This is an optimization exercise on Yosys and OpenROAD, whose aim is small area, a short achievable clock period and few clock cycles, not a production implementation. At most, simulation tests tie the RTL to the original design; equivalence was not proved.

== pine ==
## spitfp_core
module spitfp_core (
    input  wire       clk,
    input  wire       rst,         
    input  wire       in_valid,
    output wire       in_ready,
    input  wire [7:0] in_data,
    output wire       out_valid,
    input  wire       out_ready,
    output wire [7:0] out_data
);
For scale: roughly 5700 cells after synthesis, about 1600 flip-flops, roughly 22 I/O pins.
export LEC_CHECK = 0
export CAP_MARGIN = 20
export CORE_MARGIN = 2
export CORE_UTILIZATION = 40
export CTS_CLUSTER_DIAMETER = 60
export CTS_CLUSTER_SIZE = 20
export PLACE_DENSITY = 0.6
export SETUP_SLACK_MARGIN = 5.0
export SLEW_MARGIN = 20
create_clock -name core_clock -period 8.0 [get_ports {clk}]
run.sh (not shown) runs the stock make flow with config.mk's settings and CLKGATE_MAP_FILE= SYNTH_SCRIPT=/design/flow/synth_recipe.tcl, a recipe that flattens the netlist after the stock synthesis.
Testbench counts of pine, summed over its fixed seeds: cycles 160,687.
Relative to pine, the following input files were edited for birch:
--- a/flow/design.v
+++ b/flow/design.v
@@ -141,25 +141,24 @@
         end
     end
     reg        e_opc, e_rx, e_rd, e_sn, e_sd, e_en, e_w;
     reg        w_tick, w_baud, w_dyn, w_prop;
     reg [3:0]  kq;              
     reg [20:0] arg;             
     reg        en_b;
     reg [7:0]  sub_rem;
     reg        sub_l;           
     reg        sub_f;           
     reg        sw;              
     reg        txp;             
-    reg        txl;             
     reg [4:0]  sub_n;
     reg [1:0]  sub_st;          
     reg        f_ltmin, f_gtmax, f_ltdyn;
     reg        t_borrow, t_lo, t_hz;
     reg        t3_pend, t3_to;
     integer k;
     reg        r_act, r_drain;
     reg [4:0]  r_idx, r_last;
     reg [17:0] r_oh;            
     reg [4:0]  pb_off;
     reg        sc_act;
     reg [1:0]  sm;
@@ -247,25 +246,25 @@
         if (r_drain)
             r_byte = srx[r_idx];
         else case (r_idx[1:0])
             2'd0: r_byte = reg_val[7:0];
             2'd1: r_byte = reg_val[15:8];
             2'd2: r_byte = reg_val[23:16];
             default: r_byte = reg_val[31:24];
         endcase
     end
     wire r_push = r_act && !ov1;
     wire [7:0] tx_seqb = (tx_src == TX_DATA) ? {seq_cur, tx_sl} : {4'd0, tx_sl};
     wire       tx_i1   = (tx_idx == 5'd1);
-    wire       tx_last = txl;
+    wire       tx_last = (tx_idx == send_len - 5'd1);
     wire [7:0] txd_b   = tx_i1 ? tx_seqb : (tx_last ? tx_sum : pbuf[0]);
     wire [7:0] txa_b   = tx_i1 ? tx_seqb : tx_sum;
     wire [7:0] tx_b    = (tx_src == TX_IDLE) ? (tx_due ? {3'd0, send_len} :
                                                 (ack_owed ? 8'h03 : 8'h00)) :
                          (tx_src == TX_DATA) ? txd_b : txa_b;
     wire       tx_pl   = go_opc && o_tx && txp;
     wire s_fin = e_sd && sub_l;
     wire w_fin = e_w && kq[3];
     wire x_push = (go_opc && (o_tx || o_drain || o_inv)) ||
                   (iv0 && (e_rd || (e_sn && b_zero) || s_fin || (w_fin && !w_tick)));
     reg [7:0] x_byte;
     always @(*) begin
@@ -452,26 +451,24 @@
             end else if (send_len != 5'd0 && tx_sent && !tx_due &&
                          tx_src != TX_DATA && (t3_pend ? t3_to : t_to)) begin
                 tx_due <= 1'b1;
             end
             if (baud_change && tx_src == TX_IDLE) begin
                 baud_cur    <= baud_new;
                 baud_change <= 1'b0;
             end
         end else if (iv0 && w_fin && w_tick) begin
             t3_pend <= 1'b1;
             t3_to   <= t_to;
         end
-        if (e_rx && (iv0 || !used[6]))
-            rb[tail] <= b;
         if (iv0) begin
             if (go_opc) begin
                 if (o_tick) begin
                     e_opc <= 1'b0; e_w <= 1'b1; kq <= 4'b0001;
                     w_tick <= 1'b1; w_baud <= 1'b0; w_dyn <= 1'b0; w_prop <= 1'b0;
                     sc_act <= 1'b1;
                     sm     <= SM_SEEK;
                     ra     <= head + 6'd1;
                 end
                 if (o_rx)  begin e_opc <= 1'b0; e_rx <= 1'b1; end
                 if (o_sub) begin e_opc <= 1'b0; e_sn <= 1'b1; end
                 if (o_rd)  begin e_opc <= 1'b0; e_rd <= 1'b1; end
@@ -508,47 +505,47 @@
                             tx_idx <= 5'd0;
                             if (tx_rel) begin
                                 send_len <= 5'd0;
                                 tx_sent  <= 1'b0;
                                 tx_due   <= 1'b0;
                                 tx_rel   <= 1'b0;
                                 seq_cur  <= seq_next;
                             end
                         end else begin
                             tx_idx <= tx_idx + 5'd1;
                         end
                         txp <= tx_i1 || (txp && (tx_idx != send_len - 5'd2));
-                        txl <= txp && (tx_idx == send_len - 5'd2);
                     end else begin
                         tx_sum <= rotl(tx_sum ^ txa_b);
                         if (tx_idx == 5'd2) begin
                             tx_src <= TX_IDLE;
                             tx_idx <= 5'd0;
                         end else begin
                             tx_idx <= tx_idx + 5'd1;
                         end
                     end
                 end
                 if (o_drain) begin
                     slot_rx_len <= 5'd0;
                     if (slot_rx_len != 5'd0) begin
                         r_act   <= 1'b1;
                         r_drain <= 1'b1;
                         r_idx   <= 5'd0;
                         r_last  <= slot_rx_len - 5'd1;
                     end
                 end
             end
             if (e_rx) begin
                 e_rx <= 1'b0; e_opc <= 1'b1;
+                rb[tail] <= b;
                 tail <= tail + 6'd1;
                 if (used[6]) begin
                     head     <= head + 6'd1;
                     ra       <= head_p1;
                     c_eovf   <= sinc(c_eovf);
                     rx_state <= RX_SEEK;
                     rx_len   <= 5'd0;
                 end else begin
                     used <= used + 7'd1;
                 end
             end
             if (e_rd) begin
@@ -633,25 +630,25 @@
                     end
                     if (w_prop && dyn_en) begin
                         baud_new    <= propv;
                         baud_change <= 1'b1;
                     end
                 end
             end
         end
         if (rst || (go_opc && o_reset)) begin
             head <= 6'd0; tail <= 6'd0; used <= 7'd0;
             rx_state <= RX_SEEK; rx_len <= 5'd0;
             send_len <= 5'd0; slot_tx_len <= 5'd0; slot_rx_len <= 5'd0;
-            tx_src <= TX_IDLE; tx_idx <= 5'd0; txp <= 1'b0; txl <= 1'b0;
+            tx_src <= TX_IDLE; tx_idx <= 5'd0; txp <= 1'b0;
             tx_sent <= 1'b0; tx_due <= 1'b0; tx_rel <= 1'b0;
             seq_cur <= 4'd1; sls <= 4'd0; ack_owed <= 1'b0;
             now_reg <= 32'd0; last_send <= 32'd0; zero_run <= 32'd0;
             c_eack <= 32'd0; c_efr <= 32'd0; c_emsg <= 32'd0;
             c_eovf <= 32'd0; c_brick <= 32'd0; c_brlet <= 32'd0;
             baud_cfg <= BAUD_RESET; baud_cur <= BAUD_RESET; baud_new <= BAUD_RESET;
             baud_change <= 1'b0; dyn_en <= 1'b1; dyn_min <= DYN_MIN_RESET;
             ra <= 6'd0;
         end
         if (rst) begin
             e_opc <= 1'b1; e_rx <= 1'b0; e_rd <= 1'b0; e_sn <= 1'b0;
             e_sd <= 1'b0; e_en <= 1'b0; e_w <= 1'b0; sw <= 1'b0;
## What came out
birch completed; timing, DRC and antenna clean
Summary of birch over pine: sequential share of cell area down 0.55 points; horizontal extent of the die picked up an extra 2.0 um; total routing resource utilization after global routing now sits at about the same level; number of buffers outside the clock class in the layout now larger; slack of the critical path fell by 21 ps.
As far as register area is concerned, pine and birch perform about the same.
Any difference in initial core utilization between birch and pine is small enough to ignore.
For the clock-buffer cell count, birch came in about 10% lower than pine did.
The flip-flop and latch count on birch is in line with that on pine.
Against pine, final net count in birch rose by a few percent.
Between pine and birch, the difference in clock skew is negligible.
birch has count of non-CTS inverters in the layout below what pine had.
On detailed-route vias per instance: between pine and birch, it ends up lower for birch.
Total length of routed wires ends up higher on birch.
The RTL of birch was laid out without a check of its function.

afterwards: timing with drivers on the ports:
The results above use ideal ports. As a check the final layouts listed here were re-extracted and re-timed, cells and wires unchanged. Step 1, drivers: a clkbuf_16 drives clk and a buf_2 each remaining input, both assumed. Step 2 moves the port delays by t, midway between the first and last clock arrival at a register: inputs arrive t later, outputs are due t later. That takes back most of the time a late clock gives input paths. Slacks: ideal / step 1 / step 2; pairs: ideal / step 1.
| run | t, ns | setup WS [ns] | worst data-port slew with drivers (ns) |
|---|---|---|---|
| pine | 0.861 | 4.879 / 4.879 / 4.291 | 0.09 |
| birch | 0.866 | 4.858 / 4.858 / 4.213 | 0.04 |
After both steps setup and hold are still met in every run listed. For birch, which loses most, drivers alone change the setup slack by 0.000 ns; drivers and shift together by -0.645 ns.
